From an optimization exercise on the open Yosys and OpenROAD flow, aimed at small area; shortcuts taken in it are not production practice.
Only simulation tests tie the RTL to the original design; equivalence was not proved.

==> inputs of run a <==
==> flow/design.v <==
module wbt_lz_decoder (
    input  wire        clk,
    input  wire        rst,
    input  wire        start,
    input  wire        clear,
    /*verilator lint_off UNUSEDSIGNAL*/
    input  wire [3:0]  cfg_format,
    /*verilator lint_on UNUSEDSIGNAL*/
    input  wire        cfg_image,
    input  wire [15:0] cfg_base_len,
    input  wire [15:0] cfg_stride,
    input  wire [15:0] cfg_in_len,
    input  wire [15:0] cfg_out_len,
    output wire        in_rd_en,
    output wire [15:0] in_addr,
    input  wire [7:0]  in_rdata,
    output wire        out_we,
    output wire [15:0] out_waddr,
    output wire [7:0]  out_wdata,
    output wire        out_rd_en,
    output wire [15:0] out_raddr,
    input  wire [7:0]  out_rdata,
    output wire [1:0]  state,
    output wire [1:0]  err_kind,
    output wire [3:0]  err_cause,
    output wire [16:0] in_pos,
    output wire [15:0] out_pos,
    output wire [7:0]  bit_buf,
    output wire [3:0]  bit_cnt
);
    localparam [5:0] P_IDLE   = 6'd0,
                     P_INIT   = 6'd24,    
                     P_PREFIX = 6'd31,
                     P_ALIGN  = 6'd2,
                     P_TOKEN  = 6'd16,
                     P_KBIT   = 6'd17,
                     P_FBIT   = 6'd18,
                     P_OFFLO  = 6'd29,
                     P_OFFHI  = 6'd30,
                     P_SEL    = 6'd19,
                     P_OCT    = 6'd25,   
                     P_EBIT   = 6'd20,
                     P_GZERO  = 6'd21,
                     P_GVAL   = 6'd22,
                     P_GSHL   = 6'd26,   
                     P_CHK0   = 6'd3,
                     P_CHKP   = 6'd27,   
                     P_COPY   = 6'd4,
                     P_LIT    = 6'd28,
                     P_DONE   = 6'd32;
    localparam [3:0] C_PREFIX      = 4'd1,
                     C_REFILL      = 4'd4,
                     C_RAW         = 4'd5,
                     C_BAD_PARAM   = 4'd8,
                     C_OFF_ZERO    = 4'd10,
                     C_OFF_BEFORE  = 4'd11,
                     C_LEN_OVERRUN = 4'd12,
                     C_GAMMA_OVF   = 4'd13;
    reg [5:0]  phase;
    reg        pend;            
    reg        stp;             
    reg        act;             
    reg [3:0]  k;               
    reg [15:0] rem;             
    reg [15:0] inl;             
    reg [15:0] bl;              
    reg [15:0] st;              
    reg [15:0] val;             
    reg [15:0] ip;
    reg        ip16;
    reg [15:0] cur;
    reg [15:0] off;             
    reg [7:0]  buf_r;
    reg [3:0]  cnt;
    reg        one_byte;
    reg        use_ctx;
    reg        b_is1;           
    reg        wide;            
    reg        avail;           
    reg        big;             
    reg        ovf;             
    reg        fresh;           
    reg [4:0]  zc;              
    reg [1:0]  bm1;             
    reg        c_ip, c_cur, b_rem, c_val, c_off, c_oct;
    reg        eq_ip, lt;
    reg        d1, d2, d3, ds, dv;
    wire fin  = phase[5];
    wire busy = !fin && (phase != P_IDLE);
    wire take_start = start && !busy && !rst;
    assign state     = {fin, |phase[4:0]};
    assign err_cause = phase[3:0];
    assign err_kind  = {phase[3], !phase[3] && (phase[3:0] != 4'd0)};
    assign in_pos    = {ip16, ip};
    assign out_pos   = cur;
    assign bit_buf   = buf_r;
    assign bit_cnt   = cnt;
    wire k0  = (k == 4'd0);
    wire k1  = (k == 4'd1);
    wire k15 = (k == 4'd15);
    wire pend_last = act && k15;            
    wire rem_zero = (rem == 16'd0);
    wire val_zero = (val == 16'd0);
    wire off_zero = (off == 16'd0);
    wire bit_now  = buf_r[7];
    wire [2:0] sel = zc[2:0];
    wire pass_ph = (phase[5:2] == 4'b0110);
    wire bit_phase = (phase[5:3] == 3'b010) && (phase[2:0] != 3'd7) &&
                     !(phase[2:0] == 3'd0 && rem_zero);
    wire raw_phase = (phase[5:2] == 4'b0111) && (phase[1:0] != 2'd3);
    wire rdg_phase = (phase[5:2] == 4'b0111);
    wire pre_more  = (phase == P_PREFIX) && !val_zero && !rem_zero;
    wire idle_sub  = !pend && !stp;
    wire take      = bit_phase && idle_sub && (cnt != 4'd0);
    assign in_rd_en  = idle_sub && avail && ((bit_phase && cnt == 4'd0) || raw_phase || pre_more);
    assign in_addr   = ip;
    assign out_rd_en = (phase == P_COPY) && idle_sub && !val_zero;
    assign out_raddr = off;
    wire   wr        = pend && (phase == P_PREFIX || phase == P_LIT || phase == P_COPY);
    assign out_we    = wr;
    assign out_waddr = cur;
    assign out_wdata = (phase == P_COPY) ? out_rdata : in_rdata;
    wire step_act     = act && !pass_ph;
    wire ip_inc   = step_act && (phase != P_COPY);
    wire out_step = step_act && (phase == P_PREFIX || phase == P_LIT || phase == P_COPY);
    wire cpy_step = step_act && (phase == P_COPY);
    wire vdec     = step_act && (phase == P_COPY || phase == P_PREFIX);
    wire oct_mode = act && (phase == P_OCT || phase == P_INIT);
    wire chk_mode = act && (phase == P_CHKP);
    wire shl_mode = act && (phase == P_GSHL);
    wire cin_ip  = k0 | c_ip;
    wire ip_new  = ip[0] ^ (ip_inc & cin_ip);
    wire eqi     = (k0 | eq_ip) & (ip_new == inl[0]);
    wire cin_cur = k0 | c_cur;
    wire cur_new = cur[0] ^ (out_step & cin_cur);
    wire bin_rem = k0 | b_rem;
    wire rem_new = rem[0] ^ (out_step & bin_rem);
    wire vs      = fresh ? k0 : val[0];
    wire bmk     = k0 ? bm1[0] : (k1 ? bm1[1] : 1'b0);
    wire [1:0] vadd = {1'b0, vs} + {1'b0, bmk} + {1'b0, !k0 & c_val};
    wire bin_val = k0 | c_val;
    reg  val_new;
    always @(*) begin
        if (vdec)          val_new = val[0] ^ bin_val;
        else if (act && phase == P_INIT) val_new = b_is1 ? k0 : bl[0];    
        else if (chk_mode) val_new = vadd[0];
        else if (shl_mode) val_new = dv;
        else               val_new = val[0];
    end
    wire sel_ge3 = sel[2] | (sel[1] & sel[0]);
    wire wsel    = (phase == P_OCT) && wide && sel_ge3;
    wire nsel    = (phase == P_OCT) && !(wide && sel_ge3);
    wire t_init  = (phase == P_INIT);
    wire o_sub   = wsel && (sel == 3'd3);
    wire o_t0    = t_init || (nsel && !sel[0]) || (wsel && (sel == 3'd3 || sel == 3'd5));
    wire o_t1    = (nsel && (sel[1] ^ sel[0])) || (wsel && sel == 3'd6);
    wire o_t2    = t_init || (nsel && (sel[2] ^ (sel[1] & sel[0])));
    wire o_t3    = nsel && (sel == 3'd7);
    wire o_s0    = wsel && (sel != 3'd7);
    wire o_s1    = wsel && (sel == 3'd7);
    wire [1:0] ocin = k0 ? {1'b0, o_sub} : {c_oct, c_off};
    wire [2:0] osum = {2'b0, o_s0 & st[0]} + {2'b0, o_s1 & ds} +
                      {2'b0, o_t0 & (bl[0] ^ o_sub)} + {2'b0, o_t1 & d1} +
                      {2'b0, o_t2 & d2} + {2'b0, o_t3 & d3} + {1'b0, ocin};
    wire o_hi    = (o_sub ? 1'b0 : (osum[2:1] != 2'd0)) |
                   (o_t1 & bl[0]) | (o_t2 & (bl[0] | d1)) |
                   (o_t3 & (bl[0] | d1 | d2)) | (o_s1 & st[0]);
    wire cin_off = k0 | c_off;
    wire bo_in   = !k0 & c_off;
    wire sub_b   = (!cur[0] & off[0]) | (!(cur[0] ^ off[0]) & bo_in);
    reg  off_new;
    always @(*) begin
        if (cpy_step)      off_new = off[0] ^ cin_off;
        else if (chk_mode) off_new = cur[0] ^ off[0] ^ bo_in;
        else if (oct_mode) off_new = osum[0];
        else               off_new = off[0];
    end
    wire lt_a    = chk_mode ? rem[0] : osum[0];
    wire lt_b    = chk_mode ? vadd[0] : st[0];
    wire lt_new  = (!lt_a & lt_b) | (!(lt_a ^ lt_b) & !k0 & lt);
    wire bad_param = (cfg_image && cfg_base_len == 16'd0) || cfg_format[1];
    always @(posedge clk) begin
        k <= take_start ? 4'd0 : k + 4'd1;
        if (take_start) begin
            rem <= cfg_out_len;
            inl <= cfg_in_len;
            bl  <= cfg_base_len;    
            st  <= cfg_stride;
        end else begin
            rem <= {rem_new, rem[15:1]};
            inl <= {inl[0], inl[15:1]};
            bl  <= {bl[0], bl[15:1]};
            st  <= {st[0], st[15:1]};
        end
        val <= {val_new, val[15:1]};
    end
    always @(posedge clk) begin
        if (rst || take_start) begin
            ip   <= 16'd0;
            ip16 <= 1'b0;
            cur  <= 16'd0;
        end else if (act) begin
            ip  <= {ip_new, ip[15:1]};
            cur <= {cur_new, cur[15:1]};
            if (ip_inc && k15 && ip[0] && cin_ip) ip16 <= 1'b1;
        end
    end
    always @(posedge clk) begin
        if (act) begin
            off <= {off_new, off[15:1]};
        end else if (phase == P_OFFLO && pend) begin
            off <= {8'd0, in_rdata};
        end else if (phase == P_OFFHI && pend) begin
            off[15:8] <= in_rdata;
        end
    end
    always @(posedge clk) begin
        c_ip  <= ip[0] & cin_ip;
        eq_ip <= eqi;
        c_cur <= cur[0] & cin_cur;
        b_rem <= !rem[0] & bin_rem;
        c_val <= chk_mode ? vadd[1] : (!val[0] & bin_val);
        if (cpy_step)      c_off <= off[0] & cin_off;
        else if (chk_mode) c_off <= sub_b;
        else               c_off <= osum[1];
        c_oct <= osum[2];
        lt    <= lt_new;
        d1    <= oct_mode ? bl[0] : 1'b0;
        d2    <= oct_mode ? d1 : 1'b0;
        d3    <= oct_mode ? d2 : 1'b0;
        ds    <= oct_mode ? st[0] : 1'b0;
    end
    wire rd_phase = raw_phase || pre_more;           
    wire need_in  = (bit_phase && cnt == 4'd0) || rd_phase;
    wire e_in     = idle_sub && need_in && !avail;
    wire e_gamma  = (phase == P_GZERO) && take && !bit_now && (zc == 5'd31);
    wire e_zero   = (phase == P_CHK0) && !big && off_zero;
    wire chk_end  = (phase == P_CHKP) && pend_last;
    wire e_before = chk_end && (big || sub_b);
    wire e_len    = chk_end && !(big || sub_b) && (ovf || vadd[1] || lt_new);
    wire failing  = e_in || e_gamma || e_zero || e_before || e_len;
    wire [3:0] cause;
    assign cause[3] = e_gamma || e_zero || e_before || e_len;
    assign cause[2] = (e_in && !(phase == P_PREFIX || bit_phase)) || (e_in && bit_phase) || e_gamma || e_len;
    assign cause[1] = e_zero || e_before;
    assign cause[0] = (e_in && !bit_phase) || e_before || e_gamma;
    reg [5:0] nxt;
    always @(*) begin
        nxt = phase;
        case (phase)
            P_INIT:   if (pend_last) nxt = P_PREFIX;
            P_PREFIX: if (idle_sub && !pre_more) nxt = rem_zero ? P_DONE : P_ALIGN;
            P_ALIGN:  if (!stp && ip[1:0] == 2'd0) nxt = P_TOKEN;
            P_TOKEN: begin
                if (rem_zero && !stp) nxt = P_DONE;
                else if (take) begin
                    if (bit_now)       nxt = P_LIT;
                    else if (use_ctx)  nxt = P_KBIT;
                    else if (one_byte) nxt = P_OFFLO;
                    else               nxt = P_FBIT;
                end
            end
            P_LIT:    if (pend_last) nxt = P_TOKEN;
            P_KBIT:   if (take) nxt = bit_now ? P_SEL : (one_byte ? P_OFFLO : P_FBIT);
            P_FBIT:   if (take) nxt = P_OFFLO;
            P_OFFLO:  if (pend_last) nxt = (bm1 == 2'd2) ? P_OFFHI : P_EBIT;
            P_OFFHI:  if (pend_last) nxt = P_EBIT;
            P_SEL:    if (take && zc[2]) nxt = P_OCT;
            P_OCT:    if (pend_last) nxt = P_EBIT;
            P_EBIT:   if (take) nxt = bit_now ? P_CHK0 : P_GZERO;
            P_GZERO:  if (take && bit_now) nxt = (zc == 5'd0) ? P_CHK0 : P_GVAL;
            P_GVAL:   if (take) nxt = P_GSHL;
            P_GSHL:   if (pend_last) nxt = (zc == 5'd0) ? P_CHK0 : P_GVAL;
            P_CHK0:   nxt = P_CHKP;
            P_CHKP:   if (pend_last) nxt = P_COPY;
            P_COPY:   if (idle_sub && val_zero) nxt = P_TOKEN;
            default: ;
        endcase
    end
    always @(posedge clk) begin
        if (rst)
            phase <= P_IDLE;
        else if (take_start)
            phase <= bad_param ? {2'b10, C_BAD_PARAM} : P_INIT;
        else if (clear && fin)
            phase <= P_IDLE;
        else if (failing)
            phase <= {2'b10, cause};
        else
            phase <= nxt;
    end
    wire rd_done = pend && (bit_phase || rd_phase || phase == P_COPY);
    always @(posedge clk) begin
        if (rst) begin
            act <= 1'b0;
        end else if (take_start) begin
            pend <= 1'b0;
            stp  <= 1'b0;
            act  <= 1'b0;
        end else begin
            act <= act ? !k15 : (k15 && (pass_ph || stp));
            if (pend_last) stp <= 1'b0;
            else if (rd_done) stp <= 1'b1;
            else if (phase == P_ALIGN && !stp && ip[1:0] != 2'd0) stp <= 1'b1;
            if (rd_done) pend <= 1'b0;
            else if (idle_sub && ((need_in && avail) || (phase == P_COPY && !val_zero))) pend <= 1'b1;
        end
    end
    always @(posedge clk) begin
        if (rst || take_start) begin
            buf_r <= 8'd0;
            cnt   <= 4'd0;
        end else if (bit_phase && pend) begin
            buf_r <= in_rdata;
            cnt   <= 4'd8;
        end else if (take) begin
            buf_r <= {buf_r[6:0], 1'b0};
            cnt   <= cnt - 4'd1;
        end
    end
    always @(posedge clk) begin
        if (phase == P_KBIT) zc <= 5'd1;
        else if (phase == P_SEL) begin
            if (take) zc <= {zc[3:0], bit_now};
        end else if (phase == P_GZERO) begin
            if (take && !bit_now) zc <= zc + 5'd1;
        end else if (phase == P_GVAL) begin
            if (take) zc <= zc - 5'd1;
        end else if (!(phase == P_OCT || phase == P_GSHL))
            zc <= 5'd0;
    end
    always @(posedge clk) begin
        if (take_start) begin
            one_byte <= cfg_format[3];
            use_ctx  <= cfg_format[0] & cfg_image;
            b_is1    <= !cfg_image || (cfg_base_len == 16'd1);
        end else if (pend_last && !pass_ph) begin
            if (ip_inc && eqi) avail <= 1'b0;
        end
        if (phase == P_INIT && pend_last) begin
            wide  <= lt_new && !o_hi;
            avail <= !eqi;       
        end
        if (take) begin
            if (phase == P_TOKEN) bm1 <= 2'd1;
            if (phase == P_KBIT)  bm1 <= (bit_now && !b_is1) ? 2'd0 : 2'd1;
            if (phase == P_FBIT)  bm1 <= bit_now ? 2'd1 : 2'd2;
        end
        if (phase == P_OFFLO) big <= 1'b0;
        else if (phase == P_OCT && pend_last) big <= o_hi;
        if (phase == P_EBIT) begin
            ovf   <= 1'b0;
            fresh <= 1'b1;
        end else if (pend_last && (phase == P_GSHL || phase == P_CHKP)) begin
            fresh <= 1'b0;
            ovf   <= ovf | vs;
        end
        if (phase == P_GVAL && take) dv <= bit_now;
        else if (shl_mode) dv <= vs;
    end
endmodule
==> flow/run.sh <==
#!/bin/bash
# synth_recipe.tcl (not shown) runs the flow's synth.tcl, then flattens the netlist and writes it again
# the make line also repeats each setting of config.mk as NAME=value (left out here)
make -C /OpenROAD-flow-scripts/flow DESIGN_CONFIG=/design/flow/config.mk WORK_HOME=/design/flow/orfs CLKGATE_MAP_FILE= SYNTH_SCRIPT=/design/flow/synth_recipe.tcl finish
==> flow/config.mk <==
export PLATFORM = sky130hd
export DESIGN_NAME = wbt_lz_decoder
export DESIGN_NICKNAME = wbt_lz_decoder
export VERILOG_FILES = /design/flow/design.v
export SDC_FILE = /design/flow/constraint.sdc
export NUM_CORES = 4
export LEC_CHECK = 0
export CAP_MARGIN = 20
export CORE_MARGIN = 2
export CORE_UTILIZATION = 50
export CTS_BUF_LIST = sky130_fd_sc_hd__clkbuf_8
export SLEW_MARGIN = 20
==> flow/constraint.sdc <==
create_clock -name core_clock -period 6.0 [get_ports {clk}]
set_input_delay 1.2000 -clock core_clock [delete_from_list [all_inputs] [get_ports {clk}]]
set_output_delay 1.2000 -clock core_clock [all_outputs]
set_load 0.01 [all_outputs]
==> run b (differences from run a) <==
--- a/flow/design.v
+++ b/flow/design.v
@@ -32,3 +32,3 @@
                      P_INIT   = 6'd24,    
-                     P_PREFIX = 6'd31,
+                     P_PREFIX = 6'd1,
                      P_ALIGN  = 6'd2,
@@ -79,2 +79,3 @@
     reg        avail;           
+    reg        pre_end;         
     reg        big;             
@@ -85,3 +86,3 @@
     reg        c_ip, c_cur, b_rem, c_val, c_off, c_oct;
-    reg        eq_ip, lt;
+    reg        eq_ip, eq_cb, lt;
     reg        d1, d2, d3, ds, dv;
@@ -110,4 +111,3 @@
     wire raw_phase = (phase[5:2] == 4'b0111) && (phase[1:0] != 2'd3);
-    wire rdg_phase = (phase[5:2] == 4'b0111);
-    wire pre_more  = (phase == P_PREFIX) && !val_zero && !rem_zero;
+    wire pre_more  = (phase == P_PREFIX) && !pre_end && !rem_zero;
     wire idle_sub  = !pend && !stp;
@@ -126,3 +126,2 @@
     wire cpy_step = step_act && (phase == P_COPY);
-    wire vdec     = step_act && (phase == P_COPY || phase == P_PREFIX);
     wire oct_mode = act && (phase == P_OCT || phase == P_INIT);
@@ -135,2 +134,3 @@
     wire cur_new = cur[0] ^ (out_step & cin_cur);
+    wire eqc     = (k0 | eq_cb) & (cur_new == bl[0]);
     wire bin_rem = k0 | b_rem;
@@ -143,4 +143,3 @@
     always @(*) begin
-        if (vdec)          val_new = val[0] ^ bin_val;
-        else if (act && phase == P_INIT) val_new = b_is1 ? k0 : bl[0];    
+        if (cpy_step)      val_new = val[0] ^ bin_val;
         else if (chk_mode) val_new = vadd[0];
@@ -186,3 +185,3 @@
             inl <= cfg_in_len;
-            bl  <= cfg_base_len;    
+            bl  <= cfg_image ? cfg_base_len : 16'd1;
             st  <= cfg_stride;
@@ -220,2 +219,3 @@
         c_cur <= cur[0] & cin_cur;
+        eq_cb <= eqc;
         b_rem <= !rem[0] & bin_rem;
@@ -336,9 +336,9 @@
             b_is1    <= !cfg_image || (cfg_base_len == 16'd1);
+            avail    <= (cfg_in_len != 16'd0);
+            pre_end  <= 1'b0;
         end else if (pend_last && !pass_ph) begin
             if (ip_inc && eqi) avail <= 1'b0;
+            if (out_step) pre_end <= eqc;
         end
-        if (phase == P_INIT && pend_last) begin
-            wide  <= lt_new && !o_hi;
-            avail <= !eqi;       
-        end
+        if (phase == P_INIT && pend_last) wide <= lt_new && !o_hi;
         if (take) begin
==> impl_metrics.ini <==
[power]
swShare = 0.3387

[setup_path]
arrival_ns = 5.82
crit_path_max_incr_delay_ns = 0.52

[cells_and_area]
nets = 1183
clock_area_frac = 0.03859
drive_gt1_frac = 0.1190

[global_route]
grt_util_met1 = 0.3274

[status]
outcome = finished clean
The numbers above come from run a.

==> impl_metrics.ini <==
[setup_path]
arrival_ns = 5.90
crit_path_max_incr_delay_ns = 0.57

[cells_and_area]
drive_gt1_frac = 0.07323
comb.multi_input.count = 735
clock_area_frac = 0.04059
nets = 1287

[global_route]
grt-ovfl-total = 0
grt_util_met1 = 0.3305

[power]
swShare = 0.3188

[status]
outcome = finished clean
The numbers above come from run b.

static timing again, ports no longer ideal:
No port has a modelled driver above. Below, the same layouts with a new extraction and two added sets of constraints. Step 1 sets driving cells, clkbuf_16 on the clock port and buf_2 on the other inputs (assumed; they add their load-dependent delay and slew). Step 2 adds t to the input delays and takes it off the output delays; t is the mean of the earliest and latest rising clock arrival at the registers after step 1. Input paths then give back, and output paths get back, about the clock's delay inside the block. Three values: ideal, step 1, step 2; two values: the first two.
run	t, ns	slack for setup (ns)	worst setup path after step 2	clock arrival spread, ns
run a	0.499	0.539 / 0.539 / 0.539	register to register	0.019 / 0.019
run b	0.500	0.493 / 0.493 / 0.493	register to register	0.015 / 0.015
After both steps setup and hold are still met in every run listed.
